This design comes from an exercise in tuning for small area, a short achievable clock period and few clock cycles per item on the open sky130 flow, not from production work. The RTL was checked by simulation tests, not by an equivalence proof against the original design. Power and IR drop assume default switching activity.

### flow/design.v
module curve_tangler (
    input  wire        clk,
    input  wire        rst,         
    input  wire        cmd_valid,
    output wire        cmd_ready,
    input  wire [1:0]  cmd_op,
    input  wire [63:0] cmd_arg,
    output wire        rsp_valid,
    input  wire        rsp_ready,
    output wire [63:0] rsp_data
);
    reg  valid;
    assign cmd_ready = ~valid | rsp_ready;
    assign rsp_valid = valid;
    wire hil = cmd_op[1];
    wire det = cmd_op[0];
    wire ent = hil & ~det;           
    wire [31:0] ax = cmd_arg[63:32];
    wire [31:0] ay = cmd_arg[31:0];
    wire [31:0] u, s, lm01, lm10, lv0, lv1;
    genvar k;
    generate for (k = 0; k < 32; k = k + 1) begin : g_leaf
        assign u[k]    = det ? cmd_arg[2*k+1] : ax[k];
        assign s[k]    = det ? cmd_arg[2*k] : (ax[k] ^ ay[k]);
        assign lm01[k] = ent & s[k];
        assign lm10[k] = ent & ~s[k];
        assign lv0[k]  = hil & s[k] & u[k];
        assign lv1[k]  = hil & ~(s[k] | u[k]);
    end endgenerate
    wire t0c_1;
    assign t0c_1 = (lv0[31] ^ (lm01[30] & lv1[31]) ^ lv0[30]);
    wire t0p_2;
    assign t0p_2 = ((lm10[30] & lv0[31]) ^ lv1[31] ^ lv1[30]);
    wire pm_3;
    assign pm_3 = ~((lm01[28] & lm10[29]));
    wire pm_4;
    assign pm_4 = (lm01[29] ^ lm01[28]);
    wire pm_5;
    assign pm_5 = (lm10[28] ^ lm10[29]);
    wire pm_6;
    assign pm_6 = ~((lm10[28] & lm01[29]));
    wire pm_7;
    assign pm_7 = (lv0[29] ^ (lm01[28] & lv1[29]) ^ lv0[28]);
    wire pm_8;
    assign pm_8 = ((lm10[28] & lv0[29]) ^ lv1[29] ^ lv1[28]);
    wire pm_9;
    assign pm_9 = ~((lm01[26] & lm10[27]));
    wire pm_10;
    assign pm_10 = (lm01[27] ^ lm01[26]);
    wire pm_11;
    assign pm_11 = (lm10[26] ^ lm10[27]);
    wire pm_12;
    assign pm_12 = ~((lm10[26] & lm01[27]));
    wire pm_13;
    assign pm_13 = (lv0[27] ^ (lm01[26] & lv1[27]) ^ lv0[26]);
    wire pm_14;
    assign pm_14 = ((lm10[26] & lv0[27]) ^ lv1[27] ^ lv1[26]);
    wire pm_15;
    assign pm_15 = ~((lm01[24] & lm10[25]));
    wire pm_16;
    assign pm_16 = (lm01[25] ^ lm01[24]);
    wire pm_17;
    assign pm_17 = (lm10[24] ^ lm10[25]);
    wire pm_18;
    assign pm_18 = ~((lm10[24] & lm01[25]));
    wire pm_19;
    assign pm_19 = (lv0[25] ^ (lm01[24] & lv1[25]) ^ lv0[24]);
    wire pm_20;
    assign pm_20 = ((lm10[24] & lv0[25]) ^ lv1[25] ^ lv1[24]);
    wire pm_21;
    assign pm_21 = ~((lm01[22] & lm10[23]));
    wire pm_22;
    assign pm_22 = (lm01[23] ^ lm01[22]);
    wire pm_23;
    assign pm_23 = (lm10[22] ^ lm10[23]);
    wire pm_24;
    assign pm_24 = ~((lm10[22] & lm01[23]));
    wire pm_25;
    assign pm_25 = (lv0[23] ^ (lm01[22] & lv1[23]) ^ lv0[22]);
    wire pm_26;
    assign pm_26 = ((lm10[22] & lv0[23]) ^ lv1[23] ^ lv1[22]);
    wire pm_27;
    assign pm_27 = ~((lm01[20] & lm10[21]));
    wire pm_28;
    assign pm_28 = (lm01[21] ^ lm01[20]);
    wire pm_29;
    assign pm_29 = (lm10[20] ^ lm10[21]);
    wire pm_30;
    assign pm_30 = ~((lm10[20] & lm01[21]));
    wire pm_31;
    assign pm_31 = (lv0[21] ^ (lm01[20] & lv1[21]) ^ lv0[20]);
    wire pm_32;
    assign pm_32 = ((lm10[20] & lv0[21]) ^ lv1[21] ^ lv1[20]);
    wire pm_33;
    assign pm_33 = ~((lm01[18] & lm10[19]));
    wire pm_34;
    assign pm_34 = (lm01[19] ^ lm01[18]);
    wire pm_35;
    assign pm_35 = (lm10[18] ^ lm10[19]);
    wire pm_36;
    assign pm_36 = ~((lm10[18] & lm01[19]));
    wire pm_37;
    assign pm_37 = (lv0[19] ^ (lm01[18] & lv1[19]) ^ lv0[18]);
    wire pm_38;
    assign pm_38 = ((lm10[18] & lv0[19]) ^ lv1[19] ^ lv1[18]);
    wire pm_39;
    assign pm_39 = ~((lm01[16] & lm10[17]));
    wire pm_40;
    assign pm_40 = (lm01[17] ^ lm01[16]);
    wire pm_41;
    assign pm_41 = (lm10[16] ^ lm10[17]);
    wire pm_42;
    assign pm_42 = ~((lm10[16] & lm01[17]));
    wire pm_43;
    assign pm_43 = (lv0[17] ^ (lm01[16] & lv1[17]) ^ lv0[16]);
    wire pm_44;
    assign pm_44 = ((lm10[16] & lv0[17]) ^ lv1[17] ^ lv1[16]);
    wire pm_45;
    assign pm_45 = ~((lm01[14] & lm10[15]));
    wire pm_46;
    assign pm_46 = (lm01[15] ^ lm01[14]);
    wire pm_47;
    assign pm_47 = (lm10[14] ^ lm10[15]);
    wire pm_48;
    assign pm_48 = ~((lm10[14] & lm01[15]));
    wire pm_49;
    assign pm_49 = (lv0[15] ^ (lm01[14] & lv1[15]) ^ lv0[14]);
    wire pm_50;
    assign pm_50 = ((lm10[14] & lv0[15]) ^ lv1[15] ^ lv1[14]);
    wire pm_51;
    assign pm_51 = ~((lm01[12] & lm10[13]));
    wire pm_52;
    assign pm_52 = (lm01[13] ^ lm01[12]);
    wire pm_53;
    assign pm_53 = (lm10[12] ^ lm10[13]);
    wire pm_54;
    assign pm_54 = ~((lm10[12] & lm01[13]));
    wire pm_55;
    assign pm_55 = (lv0[13] ^ (lm01[12] & lv1[13]) ^ lv0[12]);
    wire pm_56;
    assign pm_56 = ((lm10[12] & lv0[13]) ^ lv1[13] ^ lv1[12]);
    wire pm_57;
    assign pm_57 = ~((lm01[10] & lm10[11]));
    wire pm_58;
    assign pm_58 = (lm01[11] ^ lm01[10]);
    wire pm_59;
    assign pm_59 = (lm10[10] ^ lm10[11]);
    wire pm_60;
    assign pm_60 = ~((lm10[10] & lm01[11]));
    wire pm_61;
    assign pm_61 = (lv0[11] ^ (lm01[10] & lv1[11]) ^ lv0[10]);
    wire pm_62;
    assign pm_62 = ((lm10[10] & lv0[11]) ^ lv1[11] ^ lv1[10]);
    wire pm_63;
    assign pm_63 = ~((lm01[8] & lm10[9]));
    wire pm_64;
    assign pm_64 = (lm01[9] ^ lm01[8]);
    wire pm_65;
    assign pm_65 = (lm10[8] ^ lm10[9]);
    wire pm_66;
    assign pm_66 = ~((lm10[8] & lm01[9]));
    wire pm_67;
    assign pm_67 = (lv0[9] ^ (lm01[8] & lv1[9]) ^ lv0[8]);
    wire pm_68;
    assign pm_68 = ((lm10[8] & lv0[9]) ^ lv1[9] ^ lv1[8]);
    wire pm_69;
    assign pm_69 = ~((lm01[6] & lm10[7]));
    wire pm_70;
    assign pm_70 = (lm01[7] ^ lm01[6]);
    wire pm_71;
    assign pm_71 = (lm10[6] ^ lm10[7]);
    wire pm_72;
    assign pm_72 = ~((lm10[6] & lm01[7]));
    wire pm_73;
    assign pm_73 = (lv0[7] ^ (lm01[6] & lv1[7]) ^ lv0[6]);
    wire pm_74;
    assign pm_74 = ((lm10[6] & lv0[7]) ^ lv1[7] ^ lv1[6]);
    wire pm_75;
    assign pm_75 = ~((lm01[4] & lm10[5]));
    wire pm_76;
    assign pm_76 = (lm01[5] ^ lm01[4]);
    wire pm_77;
    assign pm_77 = (lm10[4] ^ lm10[5]);
    wire pm_78;
    assign pm_78 = ~((lm10[4] & lm01[5]));
    wire pm_79;
    assign pm_79 = (lv0[5] ^ (lm01[4] & lv1[5]) ^ lv0[4]);
    wire pm_80;
    assign pm_80 = ((lm10[4] & lv0[5]) ^ lv1[5] ^ lv1[4]);
    wire pm_81;
    assign pm_81 = ~((lm01[2] & lm10[3]));
    wire pm_82;
    assign pm_82 = (lm01[3] ^ lm01[2]);
    wire pm_83;
    assign pm_83 = (lm10[2] ^ lm10[3]);
    wire pm_84;
    assign pm_84 = ~((lm10[2] & lm01[3]));
    wire pm_85;
    assign pm_85 = (lv0[3] ^ (lm01[2] & lv1[3]) ^ lv0[2]);
    wire pm_86;
    assign pm_86 = ((lm10[2] & lv0[3]) ^ lv1[3] ^ lv1[2]);
    wire pm_87;
    assign pm_87 = ~((lm01[0] & lm10[1]));
    wire pm_88;
    assign pm_88 = (lm01[1] ^ lm01[0]);
    wire pm_89;
    assign pm_89 = (lm10[0] ^ lm10[1]);
    wire pm_90;
    assign pm_90 = ~((lm10[0] & lm01[1]));
    wire pm_91;
    assign pm_91 = (lv0[1] ^ (lm01[0] & lv1[1]) ^ lv0[0]);
    wire pm_92;
    assign pm_92 = ((lm10[0] & lv0[1]) ^ lv1[1] ^ lv1[0]);
    wire skc_93;
    assign skc_93 = ((pm_3 & t0c_1) ^ (pm_4 & t0p_2) ^ pm_7);
    wire skp_94;
    assign skp_94 = ((pm_5 & t0c_1) ^ (pm_6 & t0p_2) ^ pm_8);
    wire sk_95;
    assign sk_95 = ((pm_15 & pm_9) ^ (pm_16 & pm_11));
    wire sk_96;
    assign sk_96 = ((pm_15 & pm_10) ^ (pm_16 & pm_12));
    wire sk_97;
    assign sk_97 = ((pm_17 & pm_9) ^ (pm_18 & pm_11));
    wire sk_98;
    assign sk_98 = ((pm_17 & pm_10) ^ (pm_18 & pm_12));
    wire sk_99;
    assign sk_99 = ((pm_15 & pm_13) ^ (pm_16 & pm_14) ^ pm_19);
    wire sk_100;
    assign sk_100 = ((pm_17 & pm_13) ^ (pm_18 & pm_14) ^ pm_20);
    wire sk_101;
    assign sk_101 = ((pm_27 & pm_21) ^ (pm_28 & pm_23));
    wire sk_102;
    assign sk_102 = ((pm_27 & pm_22) ^ (pm_28 & pm_24));
    wire sk_103;
    assign sk_103 = ((pm_29 & pm_21) ^ (pm_30 & pm_23));
    wire sk_104;
    assign sk_104 = ((pm_29 & pm_22) ^ (pm_30 & pm_24));
    wire sk_105;
    assign sk_105 = ((pm_27 & pm_25) ^ (pm_28 & pm_26) ^ pm_31);
    wire sk_106;
    assign sk_106 = ((pm_29 & pm_25) ^ (pm_30 & pm_26) ^ pm_32);
    wire sk_107;
    assign sk_107 = ((pm_39 & pm_33) ^ (pm_40 & pm_35));
    wire sk_108;
    assign sk_108 = ((pm_39 & pm_34) ^ (pm_40 & pm_36));
    wire sk_109;
    assign sk_109 = ((pm_41 & pm_33) ^ (pm_42 & pm_35));
    wire sk_110;
    assign sk_110 = ((pm_41 & pm_34) ^ (pm_42 & pm_36));
    wire sk_111;
    assign sk_111 = ((pm_39 & pm_37) ^ (pm_40 & pm_38) ^ pm_43);
    wire sk_112;
    assign sk_112 = ((pm_41 & pm_37) ^ (pm_42 & pm_38) ^ pm_44);
    wire sk_113;
    assign sk_113 = ((pm_51 & pm_45) ^ (pm_52 & pm_47));
    wire sk_114;
    assign sk_114 = ((pm_51 & pm_46) ^ (pm_52 & pm_48));
    wire sk_115;
    assign sk_115 = ((pm_53 & pm_45) ^ (pm_54 & pm_47));
    wire sk_116;
    assign sk_116 = ((pm_53 & pm_46) ^ (pm_54 & pm_48));
    wire sk_117;
    assign sk_117 = ((pm_51 & pm_49) ^ (pm_52 & pm_50) ^ pm_55);
    wire sk_118;
    assign sk_118 = ((pm_53 & pm_49) ^ (pm_54 & pm_50) ^ pm_56);
    wire sk_119;
    assign sk_119 = ((pm_63 & pm_57) ^ (pm_64 & pm_59));
    wire sk_120;
    assign sk_120 = ((pm_63 & pm_58) ^ (pm_64 & pm_60));
    wire sk_121;
    assign sk_121 = ((pm_65 & pm_57) ^ (pm_66 & pm_59));
    wire sk_122;
    assign sk_122 = ((pm_65 & pm_58) ^ (pm_66 & pm_60));
    wire sk_123;
    assign sk_123 = ((pm_63 & pm_61) ^ (pm_64 & pm_62) ^ pm_67);
    wire sk_124;
    assign sk_124 = ((pm_65 & pm_61) ^ (pm_66 & pm_62) ^ pm_68);
    wire sk_125;
    assign sk_125 = ((pm_75 & pm_69) ^ (pm_76 & pm_71));
    wire sk_126;
    assign sk_126 = ((pm_75 & pm_70) ^ (pm_76 & pm_72));
    wire sk_127;
    assign sk_127 = ((pm_77 & pm_69) ^ (pm_78 & pm_71));
    wire sk_128;
    assign sk_128 = ((pm_77 & pm_70) ^ (pm_78 & pm_72));
    wire sk_129;
    assign sk_129 = ((pm_75 & pm_73) ^ (pm_76 & pm_74) ^ pm_79);
    wire sk_130;
    assign sk_130 = ((pm_77 & pm_73) ^ (pm_78 & pm_74) ^ pm_80);
    wire sk_131;
    assign sk_131 = ((pm_87 & pm_81) ^ (pm_88 & pm_83));
    wire sk_132;
    assign sk_132 = ((pm_87 & pm_82) ^ (pm_88 & pm_84));
    wire sk_133;
    assign sk_133 = ((pm_89 & pm_81) ^ (pm_90 & pm_83));
    wire sk_134;
    assign sk_134 = ((pm_89 & pm_82) ^ (pm_90 & pm_84));
    wire sk_135;
    assign sk_135 = ((pm_87 & pm_85) ^ (pm_88 & pm_86) ^ pm_91);
    wire sk_136;
    assign sk_136 = ((pm_89 & pm_85) ^ (pm_90 & pm_86) ^ pm_92);
    wire skc_137;
    assign skc_137 = ((pm_9 & skc_93) ^ (pm_10 & skp_94) ^ pm_13);
    wire skp_138;
    assign skp_138 = ((pm_11 & skc_93) ^ (pm_12 & skp_94) ^ pm_14);
    wire skc_139;
    assign skc_139 = ((sk_95 & skc_93) ^ (sk_96 & skp_94) ^ sk_99);
    wire skp_140;
    assign skp_140 = ((sk_97 & skc_93) ^ (sk_98 & skp_94) ^ sk_100);
    wire sk_141;
    assign sk_141 = ((pm_33 & sk_101) ^ (pm_34 & sk_103));
    wire sk_142;
    assign sk_142 = ((pm_33 & sk_102) ^ (pm_34 & sk_104));
    wire sk_143;
    assign sk_143 = ((pm_35 & sk_101) ^ (pm_36 & sk_103));
    wire sk_144;
    assign sk_144 = ((pm_35 & sk_102) ^ (pm_36 & sk_104));
    wire sk_145;
    assign sk_145 = ((pm_33 & sk_105) ^ (pm_34 & sk_106) ^ pm_37);
    wire sk_146;
    assign sk_146 = ((pm_35 & sk_105) ^ (pm_36 & sk_106) ^ pm_38);
    wire sk_147;
    assign sk_147 = ((sk_107 & sk_101) ^ (sk_108 & sk_103));
    wire sk_148;
    assign sk_148 = ((sk_107 & sk_102) ^ (sk_108 & sk_104));
    wire sk_149;
    assign sk_149 = ((sk_109 & sk_101) ^ (sk_110 & sk_103));
    wire sk_150;
    assign sk_150 = ((sk_109 & sk_102) ^ (sk_110 & sk_104));
    wire sk_151;
    assign sk_151 = ((sk_107 & sk_105) ^ (sk_108 & sk_106) ^ sk_111);
    wire sk_152;
    assign sk_152 = ((sk_109 & sk_105) ^ (sk_110 & sk_106) ^ sk_112);
    wire sk_153;
    assign sk_153 = ((pm_57 & sk_113) ^ (pm_58 & sk_115));
    wire sk_154;
    assign sk_154 = ((pm_57 & sk_114) ^ (pm_58 & sk_116));
    wire sk_155;
    assign sk_155 = ((pm_59 & sk_113) ^ (pm_60 & sk_115));
    wire sk_156;
    assign sk_156 = ((pm_59 & sk_114) ^ (pm_60 & sk_116));
    wire sk_157;
    assign sk_157 = ((pm_57 & sk_117) ^ (pm_58 & sk_118) ^ pm_61);
    wire sk_158;
    assign sk_158 = ((pm_59 & sk_117) ^ (pm_60 & sk_118) ^ pm_62);
    wire sk_159;
    assign sk_159 = ((sk_119 & sk_113) ^ (sk_120 & sk_115));
    wire sk_160;
    assign sk_160 = ((sk_119 & sk_114) ^ (sk_120 & sk_116));
    wire sk_161;
    assign sk_161 = ((sk_121 & sk_113) ^ (sk_122 & sk_115));
    wire sk_162;
    assign sk_162 = ((sk_121 & sk_114) ^ (sk_122 & sk_116));
    wire sk_163;
    assign sk_163 = ((sk_119 & sk_117) ^ (sk_120 & sk_118) ^ sk_123);
    wire sk_164;
    assign sk_164 = ((sk_121 & sk_117) ^ (sk_122 & sk_118) ^ sk_124);
    wire sk_165;
    assign sk_165 = ((pm_81 & sk_125) ^ (pm_82 & sk_127));
    wire sk_166;
    assign sk_166 = ((pm_81 & sk_126) ^ (pm_82 & sk_128));
    wire sk_167;
    assign sk_167 = ((pm_83 & sk_125) ^ (pm_84 & sk_127));
    wire sk_168;
    assign sk_168 = ((pm_83 & sk_126) ^ (pm_84 & sk_128));
    wire sk_169;
    assign sk_169 = ((pm_81 & sk_129) ^ (pm_82 & sk_130) ^ pm_85);
    wire sk_170;
    assign sk_170 = ((pm_83 & sk_129) ^ (pm_84 & sk_130) ^ pm_86);
    wire sk_171;
    assign sk_171 = ((sk_131 & sk_125) ^ (sk_132 & sk_127));
    wire sk_172;
    assign sk_172 = ((sk_131 & sk_126) ^ (sk_132 & sk_128));
    wire sk_173;
    assign sk_173 = ((sk_133 & sk_125) ^ (sk_134 & sk_127));
    wire sk_174;
    assign sk_174 = ((sk_133 & sk_126) ^ (sk_134 & sk_128));
    wire sk_175;
    assign sk_175 = ((sk_131 & sk_129) ^ (sk_132 & sk_130) ^ sk_135);
    wire sk_176;
    assign sk_176 = ((sk_133 & sk_129) ^ (sk_134 & sk_130) ^ sk_136);
    wire skc_177;
    assign skc_177 = ((pm_21 & skc_139) ^ (pm_22 & skp_140) ^ pm_25);
    wire skp_178;
    assign skp_178 = ((pm_23 & skc_139) ^ (pm_24 & skp_140) ^ pm_26);
    wire skc_179;
    assign skc_179 = ((sk_101 & skc_139) ^ (sk_102 & skp_140) ^ sk_105);
    wire skp_180;
    assign skp_180 = ((sk_103 & skc_139) ^ (sk_104 & skp_140) ^ sk_106);
    wire skc_181;
    assign skc_181 = ((sk_141 & skc_139) ^ (sk_142 & skp_140) ^ sk_145);
    wire skp_182;
    assign skp_182 = ((sk_143 & skc_139) ^ (sk_144 & skp_140) ^ sk_146);
    wire skc_183;
    assign skc_183 = ((sk_147 & skc_139) ^ (sk_148 & skp_140) ^ sk_151);
    wire skp_184;
    assign skp_184 = ((sk_149 & skc_139) ^ (sk_150 & skp_140) ^ sk_152);
    wire sk_185;
    assign sk_185 = ((pm_69 & sk_159) ^ (pm_70 & sk_161));
    wire sk_186;
    assign sk_186 = ((pm_69 & sk_160) ^ (pm_70 & sk_162));
    wire sk_187;
    assign sk_187 = ((pm_71 & sk_159) ^ (pm_72 & sk_161));
    wire sk_188;
    assign sk_188 = ((pm_71 & sk_160) ^ (pm_72 & sk_162));
    wire sk_189;
    assign sk_189 = ((pm_69 & sk_163) ^ (pm_70 & sk_164) ^ pm_73);
    wire sk_190;
    assign sk_190 = ((pm_71 & sk_163) ^ (pm_72 & sk_164) ^ pm_74);
    wire sk_191;
    assign sk_191 = ((sk_125 & sk_159) ^ (sk_126 & sk_161));
    wire sk_192;
    assign sk_192 = ((sk_125 & sk_160) ^ (sk_126 & sk_162));
    wire sk_193;
    assign sk_193 = ((sk_127 & sk_159) ^ (sk_128 & sk_161));
    wire sk_194;
    assign sk_194 = ((sk_127 & sk_160) ^ (sk_128 & sk_162));
    wire sk_195;
    assign sk_195 = ((sk_125 & sk_163) ^ (sk_126 & sk_164) ^ sk_129);
    wire sk_196;
    assign sk_196 = ((sk_127 & sk_163) ^ (sk_128 & sk_164) ^ sk_130);
    wire sk_197;
    assign sk_197 = ((sk_165 & sk_159) ^ (sk_166 & sk_161));
    wire sk_198;
    assign sk_198 = ((sk_165 & sk_160) ^ (sk_166 & sk_162));
    wire sk_199;
    assign sk_199 = ((sk_167 & sk_159) ^ (sk_168 & sk_161));
    wire sk_200;
    assign sk_200 = ((sk_167 & sk_160) ^ (sk_168 & sk_162));
    wire sk_201;
    assign sk_201 = ((sk_165 & sk_163) ^ (sk_166 & sk_164) ^ sk_169);
    wire sk_202;
    assign sk_202 = ((sk_167 & sk_163) ^ (sk_168 & sk_164) ^ sk_170);
    wire sk_203;
    assign sk_203 = ((sk_171 & sk_159) ^ (sk_172 & sk_161));
    wire sk_204;
    assign sk_204 = ((sk_171 & sk_160) ^ (sk_172 & sk_162));
    wire sk_205;
    assign sk_205 = ((sk_173 & sk_159) ^ (sk_174 & sk_161));
    wire sk_206;
    assign sk_206 = ((sk_173 & sk_160) ^ (sk_174 & sk_162));
    wire sk_207;
    assign sk_207 = ((sk_171 & sk_163) ^ (sk_172 & sk_164) ^ sk_175);
    wire sk_208;
    assign sk_208 = ((sk_173 & sk_163) ^ (sk_174 & sk_164) ^ sk_176);
    wire skc_209;
    assign skc_209 = ((pm_45 & skc_183) ^ (pm_46 & skp_184) ^ pm_49);
    wire skp_210;
    assign skp_210 = ((pm_47 & skc_183) ^ (pm_48 & skp_184) ^ pm_50);
    wire skc_211;
    assign skc_211 = ((sk_113 & skc_183) ^ (sk_114 & skp_184) ^ sk_117);
    wire skp_212;
    assign skp_212 = ((sk_115 & skc_183) ^ (sk_116 & skp_184) ^ sk_118);
    wire skc_213;
    assign skc_213 = ((sk_153 & skc_183) ^ (sk_154 & skp_184) ^ sk_157);
    wire skp_214;
    assign skp_214 = ((sk_155 & skc_183) ^ (sk_156 & skp_184) ^ sk_158);
    wire skc_215;
    assign skc_215 = ((sk_159 & skc_183) ^ (sk_160 & skp_184) ^ sk_163);
    wire skp_216;
    assign skp_216 = ((sk_161 & skc_183) ^ (sk_162 & skp_184) ^ sk_164);
    wire skc_217;
    assign skc_217 = ((sk_185 & skc_183) ^ (sk_186 & skp_184) ^ sk_189);
    wire skp_218;
    assign skp_218 = ((sk_187 & skc_183) ^ (sk_188 & skp_184) ^ sk_190);
    wire skc_219;
    assign skc_219 = ((sk_191 & skc_183) ^ (sk_192 & skp_184) ^ sk_195);
    wire skp_220;
    assign skp_220 = ((sk_193 & skc_183) ^ (sk_194 & skp_184) ^ sk_196);
    wire skc_221;
    assign skc_221 = ((sk_197 & skc_183) ^ (sk_198 & skp_184) ^ sk_201);
    wire skp_222;
    assign skp_222 = ((sk_199 & skc_183) ^ (sk_200 & skp_184) ^ sk_202);
    wire skc_223;
    assign skc_223 = ((sk_203 & skc_183) ^ (sk_204 & skp_184) ^ sk_207);
    wire skp_224;
    assign skp_224 = ((sk_205 & skc_183) ^ (sk_206 & skp_184) ^ sk_208);
    wire [14:0] n_c, n_p;
    assign n_c[14] = t0c_1;
    assign n_p[14] = t0p_2;
    assign n_c[13] = skc_93;
    assign n_p[13] = skp_94;
    assign n_c[12] = skc_137;
    assign n_p[12] = skp_138;
    assign n_c[11] = skc_139;
    assign n_p[11] = skp_140;
    assign n_c[10] = skc_177;
    assign n_p[10] = skp_178;
    assign n_c[9] = skc_179;
    assign n_p[9] = skp_180;
    assign n_c[8] = skc_181;
    assign n_p[8] = skp_182;
    assign n_c[7] = skc_183;
    assign n_p[7] = skp_184;
    assign n_c[6] = skc_209;
    assign n_p[6] = skp_210;
    assign n_c[5] = skc_211;
    assign n_p[5] = skp_212;
    assign n_c[4] = skc_213;
    assign n_p[4] = skp_214;
    assign n_c[3] = skc_215;
    assign n_p[3] = skp_216;
    assign n_c[2] = skc_217;
    assign n_p[2] = skp_218;
    assign n_c[1] = skc_219;
    assign n_p[1] = skp_220;
    assign n_c[0] = skc_221;
    assign n_p[0] = skp_222;
    wire [31:0] n_o, n_m;
    generate for (k = 0; k < 16; k = k + 1) begin : g_pre
        wire uu = u[2*k+1], su = s[2*k+1];
        wire ul = u[2*k],   sl = s[2*k];
        wire tau = ent ? ((su ^ sl) & (uu ^ sl))
                       : (sl ? ~(su | uu) : (su & uu));
        assign n_o[2*k+1] = hil ? uu : (det ? cmd_arg[4*k+2] : ay[2*k+1]);
        assign n_o[2*k]   = hil ? (ul ^ tau) : (det ? cmd_arg[4*k] : ay[2*k]);
        assign n_m[2*k+1] = hil ? su : (det ? (cmd_arg[4*k+3] ^ cmd_arg[4*k+2]) : ax[2*k+1]);
        assign n_m[2*k]   = hil ? sl : (det ? (cmd_arg[4*k+1] ^ cmd_arg[4*k]) : ax[2*k]);
    end endgenerate
    reg         r_ent, r_det;
    reg  [31:0] r_o, r_m;
    reg  [14:0] r_c, r_p;
    always @(posedge clk) begin
        if (rst)
            valid <= 1'b0;
        else if (cmd_ready)
            valid <= cmd_valid;
        if (cmd_ready) begin
            r_ent <= ent;
            r_det <= det;
            r_o   <= n_o;
            r_m   <= n_m;
            r_c   <= n_c;
            r_p   <= n_p;
        end
    end
    wire [15:0] e_c = {1'b0, r_c};
    wire [15:0] e_p = {1'b0, r_p};
    wire [31:0] fo;
    generate for (k = 0; k < 16; k = k + 1) begin : g_post
        wire c = e_c[k], p = e_p[k];
        wire mu = r_m[2*k+1], ml = r_m[2*k];
        wire qu = mu ? p : c;
        wire x  = r_ent & (mu ^ ml);
        wire ql = x ? (c ^ p) : (ml ? p : c);
        assign fo[2*k+1] = r_o[2*k+1] ^ qu;
        assign fo[2*k]   = r_o[2*k] ^ ql;
    end endgenerate
    wire [63:0] ent_res, det_res;
    generate for (k = 0; k < 32; k = k + 1) begin : g_res
        assign ent_res[2*k+1] = fo[k];
        assign ent_res[2*k]   = r_m[k];
        assign det_res[32+k]  = fo[k];
        assign det_res[k]     = fo[k] ^ r_m[k];
    end endgenerate
    assign rsp_data = r_det ? det_res : ent_res;
endmodule
### flow/run.sh
#!/bin/bash
# synth_recipe.tcl (not shown) runs the flow's synth.tcl, then flattens the netlist and writes it again
# the make line also repeats each setting of config.mk as NAME=value (left out here)
make -C /OpenROAD-flow-scripts/flow DESIGN_CONFIG=/design/flow/config.mk WORK_HOME=/design/flow/orfs CLKGATE_MAP_FILE= SYNTH_SCRIPT=/design/flow/synth_recipe.tcl finish
### flow/config.mk
export PLATFORM = sky130hd
export DESIGN_NAME = curve_tangler
export DESIGN_NICKNAME = curve_tangler
export VERILOG_FILES = /design/flow/design.v
export SDC_FILE = /design/flow/constraint.sdc
export NUM_CORES = 4
export LEC_CHECK = 0
export ABC_AREA = 1
export CAP_MARGIN = 20
export CORE_MARGIN = 2
export CORE_UTILIZATION = 40
export GPL_ROUTABILITY_DRIVEN = 1
export GPL_TIMING_DRIVEN = 1
export PLACE_DENSITY = 0.6
export SETUP_SLACK_MARGIN = 5
export SLEW_MARGIN = 20
### flow/constraint.sdc
create_clock -name core_clock -period 10.0 [get_ports {clk}]
set_input_delay 2.0000 -clock core_clock [delete_from_list [all_inputs] [get_ports {clk}]]
set_output_delay 2.0000 -clock core_clock [all_outputs]
set_load 0.01 [all_outputs]
==> impl.org, run 1 <==
** Status
- The run finished with no timing, DRC or antenna violations.

** STA
- The worst path needs approximately 5 ns of the cycle, external delays included.
- Post-route clock skew :: 0.00827 ns
- Final clock period utilization by the worst path :: 48.6%
- At the pin with the least slew margin, the transition time is 0.572 ns.
- Headroom to the max-slew limit came out at 61.9%.
- RSZ-0062 raised after global routing :: true
- Adding up every negative setup slack in the final design gives 0 ns.
- Static timing analysis puts the maximum clock frequency at a little over 200 MHz.
- Final hold violations :: 0
- The final number of max-transition violations came to 0.
- Setup violations remaining at the end of the flow were counted as 0.

** Setup path
- The critical path is of the input pin to flip-flop type.
- Worst-path cell chain :: buf_16 > buf_4 > nand2_1 > nand2_1 > nand2_1 > o21ai_4 > inv_2 > nand2_1 > nand2_1 > nor2_4 > nand2_2 > xnor2_2 > buf_4 > nor2_1 > xor2_2 > nand3b_1 > nand2_2 > nand3_4 > buf_4 > nand3_1 > nand3_1 > nand2_1 > nand2_1 > nand2_1
- Minimum setup slack among reg-to-reg paths :: 8.03 ns
- Setup crit end kind :: flip-flop
- Along the worst path, the maximum fanout reaches 11.
- For the worst flop-to-flop path, the logic depth is 4.
- Grouping stages by cell kind, the critical path spends the most delay in simple AND/OR/NAND/NOR gates.
- Data required, critical path :: 10.13 ns
- The number of buffers and inverters on the critical path is 5.
- Data arrival, critical path :: 4.98 ns
- The largest single stage delay on the critical path is 0.24 ns.
- Counting stages on the worst path, the most repeated cell is sky130_fd_sc_hd__nand2_1.
- R2r endpoint :: r_m[14]
- The largest individual stage delay along the critical path comes from the cell sky130_fd_sc_hd__buf_4.
- Tracing the worst setup path back leads to its startpoint at cmd_op[0].
- The worst setup path is launched from an input pin.
- The worst register-to-register path begins at valid.

** Logic synthesis
- Synth Cell Area :: 12,600 um^2
- The number of nets handed over by synthesis was 2,174.
- Most instantiated library cell after synthesis :: sky130_fd_sc_hd__nand2_1
- For this run, the register share of the synthesized area comes to 23.0%.
- Counting every instance in the synthesized netlist gives 2,104.
- Number of distinct library cells after synthesis :: 49
- For this run, the number of Yosys warnings is 1.
- Cell type with the largest total area after synthesis :: sky130_fd_sc_hd__edfxtp_1
- In the post-synthesis netlist, the biggest area contributors are sky130_fd_sc_hd__edfxtp_1 23%, sky130_fd_sc_hd__nand2_1 21%, sky130_fd_sc_hd__nand3_1 7.6%, sky130_fd_sc_hd__inv_1 7.3%, sky130_fd_sc_hd__o21ai_0 7.1%.
- The most used flip-flop cell after synthesis is sky130_fd_sc_hd__edfxtp_1.
- Summed over its instances, the top area cell type makes up 22.8% of the synthesized netlist area.
- After synthesis, the share of flip-flops with an asynchronous set or reset is 0%.
- Synthesis inferred 97 register bits.
- Number of enable flip-flop cells after synthesis :: 96
- Synth cell count leaders :: 714 x sky130_fd_sc_hd__nand2_1, 246 x sky130_fd_sc_hd__inv_1, 191 x sky130_fd_sc_hd__nand3_1
- After synthesis, the mean cell area works out to around 6 um^2.

** Floorplan
- CORE AREA :: around 31,000 um^2
- Initial standard-cell utilization of the core :: around 40%
- In this run the core area contains 65 standard-cell rows.
- During I/O placement, the number of pins put on the boundary was 136.
- Total die area :: 33,000 um^2
- Die width :: between 150 and 200 um
- Die extent in y :: 182 um

** Global route
- Entering global routing, the biggest net connects 76 pins.
- Initial antenna violation count :: 2
- Total gr overflow :: 0
- The first global-routing pass estimated 69,100 um of wire.
- Global routing used roughly 27% of the available tracks across all layers.
- Vias in the first global route :: 12,400

** Pwr
- For this design the ratio of total power to cell area is 172 nW/um^2.
- Design Power :: 2.77 mW
- For this design the static power due to leakage is around 8 nW.
- Highest ir drop seen on vdd :: 0.105 mV

** CTS
- In this run the number of H-tree levels came out at 3.
- In this run the clock root is driven by a sky130_fd_sc_hd__clkbuf_16.
- Number of clock sinks :: 97
- Clock latency on the worst-skew pair :: approximately 0.36 ns
- TritonCTS clock tree :: done
- Counting along the longest clock path gives a buffer depth of 2.
- Number of clock buffers inserted by TritonCTS :: 9
- Buffers inserted to repair hold after CTS numbered 0.
- Clock slew seen by the registers of the worst setup and hold paths :: 0.08 ns

** Cells and area
- The post-route netlist has 15.4% of its cells at a drive strength greater than 1.
- Fill cells in the final layout number 3,193.
- Register Area :: 2900 um^2
- In the final layout, the multi-input gates occupy 9250 um^2.
- In the final design database the tool counted 2,317 nets.
- The area growth from synthesis to layout is 27.5%.

** Flow run
- Max capacitance violation total :: 0

** Drt
- After detailed routing, the number of vias per cell comes to 5.32.
- Post-DR wirelength/cell :: 17.4 um
- Routed Antenna Nets :: 0
- Overall routed net length :: 46,300 um
- For this run, the detailed router's first-pass iteration total came to 5.
- Number of DRC markers in iteration 0 :: 1,356
- Post-detailed-route DRC marker count :: 0
- Count of vias placed by the detailed router :: 14,100

** Hold path
- Worst hold-check path type :: flip-flop to flip-flop
- The startpoint identified for the worst hold timing path is valid.
- Endpoint of the worst hold-timing path :: r_p[7]
- Depth of the worst hold-timing path :: 1

** Placed design
- Once detailed placement completed, the half-perimeter wirelength came to 34,600 um.
- Routability-driven placement finished with a final weighted congestion of slightly above 0.9.
- Buffers placed on the I/O ports in this run total 135.
-- layer usage --
layer / part of all wire [%] / global-route usage, % / vias to the layer above
met3: 8.8 / 4.73 / 52
met5: 0 / 0 / -
met4: 2.5 / 6.76 / 0
met2: 43 / 41.2 / 568
li1: - / - / 7069
met1: 45 / 39.1 / 6433
-- worst max path at each step --
stage                endpoint  slack [ns]  cells past startpoint
finish                 r_c[4]        5.14                     24
global route           r_p[0]        4.95                     24
CTS                    r_p[1]        4.97                     21
detailed placement     r_p[1]        3.33                     20
global placement       r_p[1]        3.35                     20
floorplan           cmd_ready        5.26                      2
-- flip-flops by register name, indices dropped and copies added (netlist names) --
name / count
r_det: 1
valid: 1
r_o: 32
r_m: 32
r_c: 15
r_ent: 1
r_p: 15
-- timing repair --
action / 4_1_cts / 5_1_grt
gates resized for setup: 81 / 209
buffers inserted: 14 / 29
hold endpoints to repair: 0 / 0
setup endpoints to repair: 71 / 24
gates cloned: 8 / 4
pin swaps: 11 / 51
-- per-stage QoR --
step / cell area, um^2 / std cells / utilization, % / hold WS (ns) / worst slack (ns)
after detailed placement: 14200 / 2582 / 45.3 / 1.16 / 3.33
after global routing: 16100 / 2654 / 51.4 / 0.986 / 4.95
after CTS: 15000 / 2620 / 48.0 / 0.968 / 4.97
after floorplan: 12600 / 2104 / - / 1.23 / 5.26
after global placement: 14200 / 2582 / 45.3 / 1.14 / 3.35
final: 16100 / 2655 / 51.4 / 0.986 / 5.14
-- logic make-up (layout without fill, tap and decap cells) --
family | after synthesis | count (layout) | share of synthesized area (%)
AND/OR/NAND/NOR | 1146 | 1153 | 38.4
buffers and inverters | 353 | 494 | 11.3
AO/OA/AOI/OAI | 337 | 337 | 14.9
XOR/XNOR | 163 | 163 | 11.8
flip-flops | 97 | 97 | 23.0
multiplexers | 8 | 8 | 0.634
other | 0 | 1 | 0
-- power by group --
part	switching [mW]	total, mW	internal, mW
Sequential	0.0960	0.670	0.574
Clock	0.172	0.345	0.172
Combinational	1.05	1.75	0.705
Total	1.31	2.77	1.45
-- area by class of cell --
cell class | count | area share (%)
multi-input cells | 1661 | 57.4
flip-flops and latches | 97 | 18.0
repair buffers | 191 | 12.7
inverters | 286 | 6.92
well taps | 402 | 3.12
clock buffers | 10 | 1.42
clock inverters | 6 | 0.318
repair inverters | 1 | 0.0699
diodes | 1 | 0.0155
-- placed cells by master, fill, tap and decap left out, types with 16 or more instances in the layout --
cell and instances:
sky130_fd_sc_hd__nand2_1 661, sky130_fd_sc_hd__xnor2_1 55, sky130_fd_sc_hd__buf_4 42, sky130_fd_sc_hd__nand2_4 20, sky130_fd_sc_hd__inv_1 235, sky130_fd_sc_hd__a21oi_1 68
sky130_fd_sc_hd__nor2_1 117, sky130_fd_sc_hd__nand3_2 27, sky130_fd_sc_hd__inv_2 41, sky130_fd_sc_hd__nor2_2 26, sky130_fd_sc_hd__dlymetal6s2s_1 42, sky130_fd_sc_hd__nand2_2 68
sky130_fd_sc_hd__nand3b_1 16, sky130_fd_sc_hd__o21ai_0 176, sky130_fd_sc_hd__nand3_1 169, sky130_fd_sc_hd__clkdlybuf4s50_1 81, sky130_fd_sc_hd__xor2_1 78, sky130_fd_sc_hd__edfxtp_1 96
Testbench counts, summed over its fixed seeds: cycles 8,008, items 8,000.
==> run 2: changes to the inputs <==
--- a/flow/config.mk
+++ b/flow/config.mk
@@ -6,5 +6,5 @@
 export NUM_CORES = 4
 export LEC_CHECK = 0
-export ABC_AREA = 1
+export ABC_CLOCK_PERIOD_IN_PS = 3000
 export CAP_MARGIN = 20
 export CORE_MARGIN = 2
==> run 2 against run 1 <==
Via count fell by 1.6%. Synthesized area rose by 5.3%. Non-clock buffer count rose by 47. Clock skew fell by 0.0024 ns. Total power rose by 10%. Sequential share of layout area fell by 1.0 points. Largest cell class unchanged. Largest power group unchanged.
==> impl.org, run 2 <==
** Status
- Status :: no timing/DRC/antenna violations

** Drt
- Dividing the detail-routed wire length by the instance count gives 21.0 um.
- Post-detailed-route DRC marker count :: 0
- Via density per instance :: slightly above 6
- The detail route stage leaves a number of antenna-violating nets equal to 0.
- Signal routing reaches up to met4.
- Number of search-and-repair iterations in the first detailed-routing pass :: 6
- Met2 wire len :: 20,900 um
- The final route contains 13,900 vias.
- The detailed router finished its first iteration with 1,679 violations.
- The routed design uses 4350 um of met3 wire.
- Summed over all layers, the routed wires come to 48,200 um.
- Detailed-route wire length on metal 1 :: about 21,000 um

** Placed design
- The placed instances occupy a cell area of around 15,000 um^2.
- Prior to clock tree synthesis, the placed netlist has a worst setup slack of 2.44 ns.
- During placement, the flow inserted port buffers numbering 135.
- Once detailed placement completed, the half-perimeter wirelength came to 32,800 um.
- Routability-driven placement finished with a final weighted congestion of 0.926.
- Total placed cells including tap cells :: 2,184

** Logic synthesis
- Avg Inst Size Synth :: 7.63 um^2
- Syn_nets :: 1,814
- The synthesized netlist devotes 20.7% of its cell area to simple gates.
- Share of the synthesized area in compound gates (AO/OA/AOI/OAI) :: a little over a quarter
- The synthesized design spends more area on one cell type than any other, namely sky130_fd_sc_hd__edfxtp_1.
- After synthesis, the share of cell area in mux cells is 7.91%.
- Commonest register cell after synthesis :: sky130_fd_sc_hd__edfxtp_1
- In the synthesized netlist the async set-or-reset flop fraction comes to 0%.
- Share of the synthesized netlist area taken by xor and xnor gates :: 16.6%
- Number of distinct library cells after synthesis :: just under 100
- Largest family of logic cells by synthesized area :: compound AO/OA/AOI/OAI gates
- After Yosys synthesis, full adders, half adders and majority gates account for 0% of the synthesized area.
- Summed over its instances, the top area cell type makes up 21.7% of the synthesized netlist area.
- Ranking of synthesized cells by area :: sky130_fd_sc_hd__edfxtp_1 22%, sky130_fd_sc_hd__xnor2_1 10%, sky130_fd_sc_hd__o21ai_0 6.1%, sky130_fd_sc_hd__a21oi_1 5.3%, sky130_fd_sc_hd__nand2_1 5.3%
- The commonest cells after synthesis are 188 x sky130_fd_sc_hd__nand2_1, 187 x sky130_fd_sc_hd__nor2_1, 162 x sky130_fd_sc_hd__o21ai_0.
- Synthesized netlist cell count :: 1,744
- Most instantiated library cell after synthesis :: sky130_fd_sc_hd__nand2_1
- For this run, the number of Yosys warnings is 1.
- Proportion of synthesized chip area in sequential cells :: a little over a fifth
- Counting flops and latches in the post-synthesis netlist gives 97.
- Synth Cell Area :: between 10,000 and 15,000 um^2
- Number of enable flip-flop cells after synthesis :: 96

** CTS
- The clock passes through at most 2 buffers.
- TritonCTS clock tree :: done
- Clock slew seen by the registers of the worst setup and hold paths :: about 0.06 ns
- Clock latency on the worst-skew pair :: 0.34 ns
- CTS H-Tree Depth :: 3
- Number of clock sinks :: 97
- Cell at the root of the clock tree :: sky130_fd_sc_hd__clkbuf_16
- The number of hold buffers added after CTS was 0.
- In this run, CTS created clock tree buffers numbering 9.

** Global route
- Initial antenna violation count :: 5
- Global routing finished with a remaining overflow of 0.
- The first global-routing pass estimated 72,200 um of wire.
- Pin count of the biggest net entering global routing :: 96
- Global routing used 26.1% of the available tracks across all layers.
- The via count of the first global-routing pass was between 10,000 and 15,000.

** Floorplan
- The die covers 34,700 um^2.
- From left edge to right edge, the die measures ~190 um.
- The floorplan has 66 rows.
- Die extent in y :: 186 um
- CORE AREA :: 32,600 um^2
- Total I/O pin count :: 136
- For this configuration, the core starts out at a cell density of 40.8%.

** STA
- Min Clock Period, post-route :: 5.52 ns
- Final hold violations :: 0
- Adding up every negative setup slack in the final design gives 0 ns.
- RSZ-0062 raised after global routing :: true
- Slack of the critical path :: 4.48 ns
- Number of failing setup endpoints in the final timing report :: 0
- Final clock period utilization by the worst path :: 55.2%
- At the pin with the least slew margin, the transition time is ~0.9 ns.
- For this run, the top clock speed supported by timing is 181 MHz.
- Between clock sinks in the finished design, the worst skew comes to roughly 0.006 ns.
- Worst slew margin relative to its limit :: 38.9%
- Hold_ws :: 0.812 ns
- Final number of max-transition violations :: 0

** Hold path
- In this run the worst hold path is classified as flip-flop to flip-flop.
- Along the worst hold path, the cell count comes to 2.
- Endpoint of the worst hold-timing path :: r_o[30]
- Start point of the worst hold path :: valid

** Pwr
- Cell Pwr Density :: 178 nW/um^2
- Highest ir drop seen on vdd :: 0.108 mV
- Total power for the finished layout comes to 3.04 mW.
- Leakage dissipation :: 6.17 nW

** Cells and area
- Final net count :: 1,916
- Area of all placed cells without fillers :: between 15,000 and 20,000 um^2
- In the final layout, the share of cells above drive strength 1 is 22.1%.
- Cells fill 52.4% of the core in the end.
- Registers with the most flip-flops :: r_m: 32 flops, r_o: 32 flops
- In the layout the commonest cells are 177 x sky130_fd_sc_hd__nor2_1, 176 x sky130_fd_sc_hd__nand2_1, 153 x sky130_fd_sc_hd__o21ai_0, 137 x sky130_fd_sc_hd__a21oi_1, 128 x sky130_fd_sc_hd__xnor2_1.
- The area growth from synthesis to layout is 28.4%.
- The finished layout holds ~2,300 standard cells, fillers aside.
- Leaving out fill and tap cells, the most frequent cell in the layout is sky130_fd_sc_hd__nor2_1.

** Setup path
- Maximum net fanout on the critical path :: 10
- Type of the setup path with the least slack :: input pin to flip-flop
- The kind of cell with the highest combined delay along the critical path is compound AO/OA/AOI/OAI gates.
- The worst setup path is captured at a flip-flop.
- Data arrival, critical path :: 5.61 ns
- For flop-to-flop paths, the worst setup slack is 8.17 ns.
- R2r endpoint :: r_o[4]
- STA classifies the critical path startpoint as an input pin.
- Worst-path cell chain :: buf_4 > and2_1 > o21a_1 > or3_1 > a21oi_1 > or4_4 > nand2_4 > a211o_1 > and3_4 > o32a_1 > a211oi_4 > buf_6 > nor2_4 > inv_4 > nand2_2 > xnor3_1 > xnor2_1
- The number of buffers and inverters on the critical path is 3.
- Crit-path max cell delay :: 0.43 ns
- Cell with the biggest individual delay on the critical path :: sky130_fd_sc_hd__or3_1
- Measured in cells, the most critical reg-to-reg path has a length of 3.
- Startpoint of the lowest-slack register-to-register path :: valid
- Data required, critical path :: 10.09 ns

** Flow run
- Max capacitance violation total :: 0
-- run 2: cell types whose count changed after synthesis, moves of 21 or more --
cell / change
sky130_fd_sc_hd__a211oi_1: +21
sky130_fd_sc_hd__a21oi_1: +72
sky130_fd_sc_hd__clkbuf_1: +62
sky130_fd_sc_hd__inv_1: -215
sky130_fd_sc_hd__inv_2: -35
sky130_fd_sc_hd__mux2_2: +36
sky130_fd_sc_hd__mux2i_1: +26
sky130_fd_sc_hd__nand2_1: -526
sky130_fd_sc_hd__nand2_2: -32
sky130_fd_sc_hd__nand2b_1: +41
sky130_fd_sc_hd__nand3_1: -150
sky130_fd_sc_hd__nor2_1: +45
sky130_fd_sc_hd__nor3_1: +30
sky130_fd_sc_hd__xnor2_1: +91
-- run 2: area by class of cell --
cell class	count	area, um^2
fill	2965	15500
multi-input combinational	1467	10800
sequential	97	2900
timing repair buffer	238	2420
tap	442	553
clock buffer	9	225
inverter	33	145
clock inverter	7	46.3
antenna	1	2.50
-- run 2: worst max path at each step --
| stage | end | slack [ns] | from | cells past startpoint |
|---|---|---|---|---|
| final | r_c[2] | 4.48 | cmd_arg[62] | 17 |
| after global routing | r_c[2] | 4.41 | cmd_op[0] | 18 |
| after CTS | r_p[0] | 4.52 | cmd_op[0] | 15 |
| after detailed placement | r_c[2] | 2.44 | cmd_op[0] | 17 |
| after global placement | r_c[2] | 2.53 | cmd_op[0] | 17 |
| after floorplan | r_c[2] | 4.57 | cmd_arg[30] | 15 |
-- run 2: where the power goes --
group          internal, mW  switching [mW]
clock                 0.168           0.146
sequential            0.581          0.0775
combinational         0.998            1.07
-- run 2: timing repair --
| item | in CTS | in global routing |
|---|---|---|
| buffers inserted | 53 | 25 |
| gates resized for setup | 346 | 91 |
| hold endpoints to repair | 0 | 0 |
| setup endpoints to repair | 69 | 22 |
| pin swaps | 62 | 38 |
| gates cloned | 12 | 3 |
-- run 2: cell families after synthesis --
| family | count (synthesis) |
|---|---|
| xor gates and xnor gates | 239 |
| and+or+nand+nor | 597 |
| DFF | 97 |
| muxes | 84 |
| AOI/OAI and AO/OA | 545 |
| buffers and inverters | 182 |
-- run 2: worst min-delay path: cells and delay by family (launching register included) --
| family | cells | cell delay [ns] |
|---|---|---|
| flops | 1 | 0.38 |
| simple gates | 1 | 0.10 |
| buf+inv | 1 | 0.19 |
-- run 2: routing by layer --
| metal | vias up | global-route usage (%) |
|---|---|---|
| li1 | 6521 | - |
| met1 | 6605 | 37.8 |
| met2 | 684 | 39.5 |
| met3 | 80 | 3.54 |
| met4 | 0 | 9.72 |
| met5 | - | 0 |
==> run 3: changes to the inputs <==
==> flow/flow/run.sh (new file) <==
#!/bin/bash
set -euo pipefail
MARGIN=$(cat flow/margin.txt)
bash standard.sh "SETUP_SLACK_MARGIN=$MARGIN" "BUFFER_PORTS_ARGS=-buffer_cell sky130_fd_sc_hd__buf_2" finish > flow_make.log 2>&1
==> flow/flow/margin.txt (new file) <==
5.5
==> flow/standard.sh (new file) <==
#!/bin/bash
# synth_recipe.tcl (not shown) runs the flow's synth.tcl, then flattens the netlist and writes it again
# the make line also repeats each setting of config.mk as NAME=value (left out here)
make -C /OpenROAD-flow-scripts/flow DESIGN_CONFIG=/design/flow/config.mk WORK_HOME=/design/flow/orfs CLKGATE_MAP_FILE= SYNTH_SCRIPT=/design/flow/synth_recipe.tcl "${@:-finish}"
--- a/flow/config.mk
+++ b/flow/config.mk
@@ -6,5 +6,5 @@
 export NUM_CORES = 4
 export LEC_CHECK = 0
-export ABC_CLOCK_PERIOD_IN_PS = 3000
+export ABC_AREA = 1
 export CAP_MARGIN = 20
 export CORE_MARGIN = 2
@@ -13,4 +13,3 @@
 export GPL_TIMING_DRIVEN = 1
 export PLACE_DENSITY = 0.6
-export SETUP_SLACK_MARGIN = 5
 export SLEW_MARGIN = 20
removed: flow/run.sh
==> run 3 against run 2 <==
Still clean on timing, DRC and antenna. Sequential power increased by 1%. Via count up 7.4%. Setup slack better by 0.70 ns. Clock power rose by 15%. Critical path depth increased by 9. Combinational power shrank 12%. Global-route usage increased by 3.5 points. Synthesized cell count up 21%. Final area shrank 0.48%. Die area shrank 4.9%. Hold slack gained 0.21 ns. Critical endpoint is now r_p[4].
==> impl.org, run 3 <==
** Pwr
- For this design the static power due to leakage is 8.32 nW.
- Cell Pwr Density :: 168 nW/um^2
- The worst-case IR drop observed on VDD is 0.118 mV.

** STA
- Of the available clock period, the critical path in the final layout requires about half.
- Between clock sinks in the finished design, the worst skew comes to 0.0111 ns.
- Final hold violations :: 0
- Setup violations remaining at the end of the flow were counted as 0.
- Min Clock Period, post-route :: 4.82 ns
- Worst slew margin relative to its limit :: 48.9%
- RSZ-0062 raised after global routing :: true
- For the pin with the worst max-slew slack, the measured transition is 0.766 ns.
- Summed over all failing endpoints, the final setup total negative slack is 0 ns.
- Fmax achieved :: roughly 210 MHz
- Final number of max-transition violations :: 0

** Setup path
- Data arrival, critical path :: between 4 and 5 ns
- The startpoint identified for the worst register-to-register timing path is valid.
- Setup crit end kind :: flip-flop
- STA classifies the critical path startpoint as an input pin.
- Type of the setup path with the least slack :: input pin to flip-flop
- Data required, critical path :: approximately 10 ns
- Worst Reg2Reg Path Length in Cells :: 1
- The most critical setup path has its startpoint at cmd_op[0].
- R2r endpoint :: r_o[26]
- Of all nets on the critical path, the largest fanout is 10.
- In this run the register-to-register setup slack is 8.12 ns.
- For this design, the slowest cell found on the critical path is sky130_fd_sc_hd__bufbuf_16.
- For this run, the slowest stage of the critical path takes between 0.2 and 0.3 ns.

** Logic synthesis
- In this run, synthesis inferred 96 flip-flops with an integrated enable.
- Summed over all instances, the cell type with the most area after synthesis is sky130_fd_sc_hd__edfxtp_1.
- Yosys attributes the largest share of cell area to sky130_fd_sc_hd__edfxtp_1 23%, sky130_fd_sc_hd__nand2_1 21%, sky130_fd_sc_hd__nand3_1 7.6%, sky130_fd_sc_hd__inv_1 7.3%, sky130_fd_sc_hd__o21ai_0 7.1%.
- For this run, asynchronously set or reset flops after synthesis account for 0%.
- Number of distinct library cells after synthesis :: 49
- Proportion of synthesized chip area in sequential cells :: 23.0%
- The number of nets handed over by synthesis was 2,174.
- Of the post-synthesis cell area, the dominant cell type holds 22.8%.
- Synthesized netlist cell count :: 2,104
- For this run, the leading register cell type out of synthesis is sky130_fd_sc_hd__edfxtp_1.
- Synth Cell Area :: 12,600 um^2
- In the post-synthesis netlist, the cell with the most instances is sky130_fd_sc_hd__nand2_1.
- Yosys synthesis warning count :: 1
- Number of register bits inferred by synthesis :: 97
- The commonest cells after synthesis are 714 x sky130_fd_sc_hd__nand2_1, 246 x sky130_fd_sc_hd__inv_1, 191 x sky130_fd_sc_hd__nand3_1.
- The average instance in the mapped netlist occupies 6.00 um^2.

** Floorplan
- The die covers 33,000 um^2.
- Die extent in y :: 182 um
- The initial utilization of the core area, before any placement, comes to 40.3%.
- After floorplanning, the core was divided into 65 placement rows.
- The floorplan step defined a core boundary enclosing 31,300 um^2.
- Die width :: 182 um
- Total I/O pin count :: 136

** Cells and area
- Registers with the most flip-flops :: r_m: 32 flops, r_o: 32 flops
- Commonest cells after routing, fill and taps aside :: 600 x sky130_fd_sc_hd__nand2_1, 227 x sky130_fd_sc_hd__inv_1, 161 x sky130_fd_sc_hd__o21ai_0, 142 x sky130_fd_sc_hd__nand3_1, 132 x sky130_fd_sc_hd__buf_2
- Once layout is complete, the utilization of the core stands at 54.3%.
- Area overhead of the layout relative to synthesis :: 34.6%
- The library cell used most frequently in the layout, excluding fill and tap cells, is sky130_fd_sc_hd__nand2_1.
- Fillers :: 2,964
- Final net count :: 2,386
- Number of diodes :: 0
- Ratio of cells with drive above 1 in the final layout :: between 20% and 30%

** CTS
- TritonCTS built the clock tree.
- Number of clock buffers inserted by TritonCTS :: 9
- The root buffer cell chosen for the clock tree is sky130_fd_sc_hd__clkbuf_16.
- In this run the deepest clock path goes through 2 buffers.
- CTS H-Tree Depth :: 3
- Clock slew seen by the registers of the worst setup and hold paths :: 0.08 ns
- Clock latency on the worst-skew pair :: 0.38 ns
- Number of clock sinks :: 97

** Drt
- Detailed routing inserted a total of 14,900 vias.
- Number of DRC markers in iteration 0 :: 1,317
- After detailed routing, the average wire length per cell comes to roughly 19 um.
- Overall routed net length :: between 50,000 and 60,000 um
- The first detailed-routing pass took 7 iterations.
- Post-detailed-route DRC marker count :: 0
- Via density per instance :: 5.48
- Once detail routing completed, the nets flagged for antenna violations numbered 0.

** Hold path
- Endpoint of the worst hold-timing path :: r_m[17]
- The worst hold path begins at valid.
- Worst hold-check path type :: flip-flop to flip-flop
- Depth of the worst hold-timing path :: 1

** Placed design
- Port Buffer Count :: around 140
- The congestion estimate from routability-driven global placement came to 0.920.
- The wire-length estimate of the detail-placed layout is 34,300 um.

** Global route
- The first global-routing pass estimated 75,500 um of wire.
- Overall track demand over capacity in global routing :: 29.6%
- Entering global routing, the biggest net connects 77 pins.
- The via count of the first global-routing pass is 13,300.
- Initial antenna violation count :: 2
- The total overflow left after global routing is 0.

** Flow run
- Max capacitance violation total :: 0

** Status
- The flow ran to the end and the layout has no timing, DRC or antenna violations.
[run 3: cell count changes after synthesis, moves of 36 or more]
cell	before	now
sky130_fd_sc_hd__nand2_1	188	714
sky130_fd_sc_hd__inv_1	31	246
sky130_fd_sc_hd__nand3_1	41	191
sky130_fd_sc_hd__xnor2_1	155	64
sky130_fd_sc_hd__a21oi_1	141	69
sky130_fd_sc_hd__clkbuf_1	91	29
sky130_fd_sc_hd__nor2_1	187	142
sky130_fd_sc_hd__nand2b_1	41	0
sky130_fd_sc_hd__mux2_2	36	0
[run 3: routing by layer]
layer	GRT usage [%]	wire [um]
met3	4.21	4230
met5	0	13
met1	41.6	22200
met4	11.5	2300
met2	45.9	22100
[run 3: metrics by stage]
stage	worst slack, ns	power [mW]	hold WS (ns)	cells	area (um^2)
2_1_floorplan	5.50	1.65	0.986	2104	12800
3_3_place_gp	2.65	2.08	1.14	2581	13600
3_5_place_dp	2.46	2.09	1.15	2581	13600
4_1_cts	5.34	2.68	1.04	2685	15900
5_1_grt	5.06	3.07	1.04	2723	17000
6_report	5.18	2.86	1.03	2723	17000
[run 3: critical path: cells and delay by family]
kind                   cells  cell delay [ns]
and+or+nand+nor           19             1.89
buffers and inverters      7             0.98
[run 3: cells by family (layout without fill, tap and decap cells)]
kind of cell	after synthesis	count (layout)	share of synthesized area [%]
simple gates	1146	1154	38.4
buf+inv	353	562	11.3
compound gates	337	337	14.9
xor+xnor	163	163	11.8
flops	97	97	23.0
mux	8	8	0.634
[run 3: layout make-up]
class / count / area (um^2) / share of cell area [%]
inverters: 286 / 1140 / 6.70
well taps: 402 / 503 / 2.96
multi-input cells: 1662 / 10000 / 59.0
repair buffers: 253 / 2080 / 12.3
repair inverters: 7 / 53.8 / 0.316
clock inverters: 6 / 57.6 / 0.338
flip-flops and latches: 97 / 2900 / 17.1
clock buffers: 10 / 239 / 1.41
[run 3: worst max path at each step]
stage                         to  slack [ns]  depth (start not counted)
final                     r_p[4]        5.18                         26
after global routing      r_p[0]        5.06                         28
after CTS                 r_p[3]        5.34                         22
after detailed placement  r_p[1]        2.46                         28
after global placement    r_p[1]        2.65                         28
after floorplan           r_c[0]        5.50                         18
[run 3: timing repair]
action | CTS | global route
pin swaps | 61 | 114
resized for setup | 231 | 209
cloned | 23 | 3
setup buffers | 65 | 35
hold buffers | 0 | 0
setup endpoints to repair | 78 | 45
hold endpoints to repair | 0 | 0
[run 3: report_power, final]
part | switching (mW) | internal [mW] | leakage, nW
combinational | 1.15 | 0.687 | 7.15
clock | 0.180 | 0.182 | 0.147
sequential | 0.0926 | 0.574 | 1.02
total | 1.42 | 1.44 | 8.32
==> run 4: changes to the inputs <==
==> flow/flow/margin.txt (replaced) <==
6
==> run 4 against run 3 <==
Still clean on timing, DRC and antenna. Core utilization increased by 5.2 points. Critical path depth grew 1. Hold slack worse by 0.055 ns. Clock skew down 0.0016 ns. Sequential power barely moved. Final area is 9.5% higher. Maximum frequency down 0.52%. Highest routed layer is now met4. Clock power barely moved. Critical path type unchanged. Largest cell class unchanged. Cell count rose by 2.3%.
==> impl.org, run 4 <==
** CTS
- TritonCTS created 9 clock buffers.
- Number of buffers inserted for hold repair after clock tree synthesis :: 0
- Number of clock sinks :: between 90 and 100
- TritonCTS clock tree :: done
- Clock latency on the worst-skew pair :: about 0.36 ns
- Clock-pin slew was measured on the worst setup and hold paths at 0.08 ns.
- No sink is reached through more buffers than the 2 on the longest clock path.
- CTS H-Tree Depth :: 3
- Cell at the root of the clock tree :: sky130_fd_sc_hd__clkbuf_16

** Logic synthesis
- The most used flip-flop cell after synthesis is sky130_fd_sc_hd__edfxtp_1.
- By count the netlist is led by 714 x sky130_fd_sc_hd__nand2_1, 246 x sky130_fd_sc_hd__inv_1, 191 x sky130_fd_sc_hd__nand3_1.
- The mapped netlist covers 12,600 um^2.
- Of all flip-flops after synthesis, the portion carrying an async set or reset was 0%.
- After technology mapping, the gate count stands at 2,104.
- Fraction of the mapped netlist area in adder cells :: 0%
- Syn_nets :: 2,174
- Ranking of synthesized cells by area :: sky130_fd_sc_hd__edfxtp_1 23%, sky130_fd_sc_hd__nand2_1 21%, sky130_fd_sc_hd__nand3_1 7.6%, sky130_fd_sc_hd__inv_1 7.3%, sky130_fd_sc_hd__o21ai_0 7.1%
- Top cell type's share of synthesized area :: 22.8%
- Avg Inst Size Synth :: 6.00 um^2
- Among all cell types in the netlist, the one instantiated most often is sky130_fd_sc_hd__nand2_1.
- After Yosys synthesis, XOR and XNOR cells account for 11.8% of the synthesized area.
- For this run, the number of Yosys warnings is 1.
- Summing the areas of all compound-gate instances in the mapped netlist gives 14.9% of the synthesized area.
- Proportion of synthesized chip area in sequential cells :: a little under a quarter
- Simple logic cell fraction of the synthesized area :: 38.4%
- In this run, synthesis inferred 96 flip-flops with an integrated enable.
- The synthesized design spends more area on one cell type than any other, namely sky130_fd_sc_hd__edfxtp_1.
- In the synthesized netlist, mux cells make up less than 1% of the area.
- Largest family of logic cells by synthesized area :: simple AND/OR/NAND/NOR gates
- After synthesis, the netlist uses 49 different library cells.
- Counting flops and latches in the post-synthesis netlist gives 97.

** STA
- The clock arrives with 0.00945 ns of skew.
- Setup repair after global routing could not meet its margin everywhere.
- For the pin with the worst max-slew slack, the measured transition is 0.851 ns.
- The clock period could shrink to 4.84 ns.
- Fmax achieved :: approximately 210 MHz
- Number of failing setup endpoints in the final timing report :: 0
- After layout, the worst path uses between 40% and 50% of the clock period.
- Hold_ws :: 0.971 ns
- Final number of max-transition violations :: 0
- Aggregate negative setup slack :: 0 ns
- The final count of hold timing violations came to 0.
- In this run the tightest slew margin relative to its limit is 42.6%.

** Drt
- Overall routed net length :: 54,700 um
- Count of vias placed by the detailed router :: 15,400
- Number of DRC markers in iteration 0 :: 1,402
- The pre-antenna-repair detailed-routing pass consisted of 7 iterations.
- After detailed routing, the average wire length per cell comes to a little under 20 um.
- Detailed routing placed a total of roughly 24,000 um of wire on met2.
- Post-detailed-route DRC marker count :: 0
- Sum of met3 wire segment lengths after detailed routing :: 5430 um
- Using the TritonRoute via totals, the vias-per-cell ratio works out to between 5 and 6.
- Once detail routing completed, the nets flagged for antenna violations numbered 0.
- Detailed-route wire length on metal 1 :: 22,700 um
- The detailed router used layers up to and including met4.

** Cells and area
- The top cell types in the final layout, fill and taps aside, are 535 x sky130_fd_sc_hd__nand2_1, 220 x sky130_fd_sc_hd__inv_1, 131 x sky130_fd_sc_hd__buf_2, 130 x sky130_fd_sc_hd__nand2_2, 128 x sky130_fd_sc_hd__nand3_1.
- The library cell used most frequently in the layout, excluding fill and tap cells, is sky130_fd_sc_hd__nand2_1.
- The area growth from synthesis to layout is 47.4%.
- Registers with the most flip-flops :: r_m: 32 flops, r_o: 32 flops
- Final standard cell utilization of the core :: between 50% and 60%
- Fillers :: about 2,900
- Area of all placed cells without fillers :: 18,600 um^2
- The net count of the finished layout is approximately 2,400.
- Ratio of cells with drive above 1 in the final layout :: 36.5%

** Status
- The flow ran to the end and the layout has no timing, DRC or antenna violations.

** Placed design
- Summing all placed instances gives a cell area of roughly 14,000 um^2.
- Routability-driven placement finished with a final weighted congestion of 0.937.
- Placed wire-length estimate :: 35,700 um
- The count of buffers added on input and output ports is 135.

** Setup path
- Type of the setup path with the least slack :: input pin to flip-flop
- R2r endpoint :: r_o[31]
- The worst setup path is captured at a flip-flop.
- STA puts the critical path data required time at 10.11 ns.
- Maximum net fanout on the critical path :: 8
- Startpoint of the lowest-slack register-to-register path :: valid
- Minimum setup slack among reg-to-reg paths :: 8.20 ns
- Worst Reg2Reg Path Length in Cells :: 1
- Data arrival, critical path :: just under 5 ns
- Category of the worst setup path launch point :: input pin

** Floorplan
- Die width :: 182 um
- The initial utilization of the core area, before any placement, comes to 40.3%.
- The floorplan has 65 rows.
- The die covers 33,000 um^2.
- Die extent in y :: about 180 um
- Pin placement for this block handled roughly 140 I/O pins.
- The floorplan step defined a core boundary enclosing 31,300 um^2.

** Pwr
- Summed over all cells, the static leakage comes to 8.98 nW.
- Per report_power, the sequential group accounts for 21.8% of the total.
- Comb pwr share :: between 60 and 70%
- Cell Pwr Density :: 164 nW/um^2
- The share of total power dissipated in the clock network is 11.8%.
- Internal power comes to 1.56 mW.
- The analysis attributes to net switching a power of roughly 1.5 mW.
- Across the VDD grid, the largest voltage drop is 0.0781 mV.
- Net Sw Frac :: 48.6%

** Global route
- The via count of the first global-routing pass came to 13,700.
- The initial antenna violation count was 2.
- The first global-routing pass estimated 78,800 um of wire.
- Overall track demand over capacity in global routing :: a little under a third
- Entering global routing, the biggest net connects between 70 and 80 pins.
- Total gr overflow :: 0

** Flow run
- Max capacitance violation total :: 0

** Hold path
- Depth of the worst hold-timing path :: 1
- Start point of the worst hold path :: valid
- The tightest min-delay check is of the flip-flop to flip-flop type.
- For hold timing, the worst endpoint is r_m[18].
==> run 4: worst max path at each step <==
stage	startpoint	end	slack, ns	depth (start not counted)
floorplan	rsp_ready	cmd_ready	5.50	2
global placement	cmd_op[0]	r_p[1]	3.59	28
detailed placement	cmd_op[0]	r_p[1]	3.46	28
CTS	cmd_op[0]	r_p[4]	5.36	24
global route	cmd_op[0]	r_c[0]	5.03	28
finish	cmd_op[0]	r_c[1]	5.16	27
==> run 4: per-stage QoR <==
step	total power, mW	setup slack, ns	cells
finish	3.04	5.16	2785
CTS	2.82	5.36	2735
detailed placement	2.13	3.46	2583
floorplan	1.70	5.50	2104
global route	3.23	5.03	2784
global placement	2.12	3.59	2583
==> run 4: timing repair <==
item | 4_1_cts | 5_1_grt
setup endpoints to repair | 100 | 79
pin swaps | 100 | 174
setup buffers | 110 | 47
resized for setup | 325 | 273
gates cloned | 26 | 2
==> run 4: per-layer routing <==
layer | global-route usage (%) | vias up
met1 | 43.2 | 7141
met4 | 13.0 | 0
li1 | - | 7337
met3 | 5.21 | 165
met2 | 48.6 | 764
met5 | 0 | -
==> run 4: area by class of cell <==
| class | count | area (um^2) | share of cell area [%] |
|---|---|---|---|
| repair buffers | 316 | 2820 | 15.1 |
| inverters | 286 | 1140 | 6.15 |
| flip-flops and latches | 97 | 2900 | 15.6 |
| diodes | 1 | 2.50 | 0.0134 |
| repair inverters | 6 | 58.8 | 0.316 |
| multi-input cells | 1661 | 10900 | 58.5 |
| well taps | 402 | 503 | 2.70 |
| clock inverters | 6 | 67.6 | 0.363 |
| clock buffers | 10 | 229 | 1.23 |
==> run 4: power groups by stage <==
stage / clock network, mW / logic, mW / registers, mW
finish: 0.359 / 2.02 / 0.665
global route: 0.379 / 2.18 / 0.668
CTS: 0.361 / 1.80 / 0.656
detailed placement: 0 / 1.47 / 0.662
global placement: 0 / 1.45 / 0.664
floorplan: 0 / 1.09 / 0.612
==> run 4: critical path, cell delays in order <==
cell and delay (ns):
sky130_fd_sc_hd__buf_16 0.13, sky130_fd_sc_hd__clkinv_16 0.09, sky130_fd_sc_hd__buf_16 0.17, sky130_fd_sc_hd__buf_12 0.13, sky130_fd_sc_hd__nand2_8 0.06, sky130_fd_sc_hd__nand2_4 0.06
sky130_fd_sc_hd__o22ai_4 0.17, sky130_fd_sc_hd__nor2_2 0.08, sky130_fd_sc_hd__nand2_1 0.14, sky130_fd_sc_hd__nand2_2 0.08, sky130_fd_sc_hd__nand2_1 0.08, sky130_fd_sc_hd__nand3_1 0.10
sky130_fd_sc_hd__nand2_2 0.16, sky130_fd_sc_hd__nand2_4 0.06, sky130_fd_sc_hd__nand2_4 0.09, sky130_fd_sc_hd__nand2_4 0.07, sky130_fd_sc_hd__nor2_4 0.13, sky130_fd_sc_hd__nand2_2 0.10
sky130_fd_sc_hd__nand3b_1 0.10, sky130_fd_sc_hd__nand2_2 0.10, sky130_fd_sc_hd__inv_2 0.08, sky130_fd_sc_hd__nand3_4 0.20, sky130_fd_sc_hd__buf_12 0.22, sky130_fd_sc_hd__nand3b_1 0.09
sky130_fd_sc_hd__nand2_1 0.09, sky130_fd_sc_hd__nand3_1 0.09, sky130_fd_sc_hd__nand2_1 0.06
==> run 4: cell families after synthesis <==
family	after synthesis
AO/OA/AOI/OAI	337
XOR/XNOR	163
buffers and inverters	353
flip-flops	97
multiplexers	8
AND/OR/NAND/NOR	1146

separate check: timing with driven ports:
The results above use ideal ports. As a check the final layouts listed here were re-extracted and re-timed, cells and wires unchanged.
Step 1 sets driving cells, clkbuf_16 on the clock port and buf_2 on the other inputs (assumed; they add their load-dependent delay and slew).
Step 2, shift: input delay + t, output delay - t, t = (earliest + latest rising clock arrival at the registers) / 2. This alone moves slack from input paths to output paths.
Three values: ideal ports, drivers, drivers and shift; two values: the first two.
run | shift t [ns] | setup WS [ns]
run 1 | 0.404 | 5.143 / 4.948 / 4.543
run 2 | 0.385 | 4.482 / 4.350 / 3.965
run 3 | 0.416 | 5.182 / 5.022 / 4.606
run 4 | 0.400 | 5.157 / 4.919 / 4.519
After both steps every run listed still meets setup and hold.
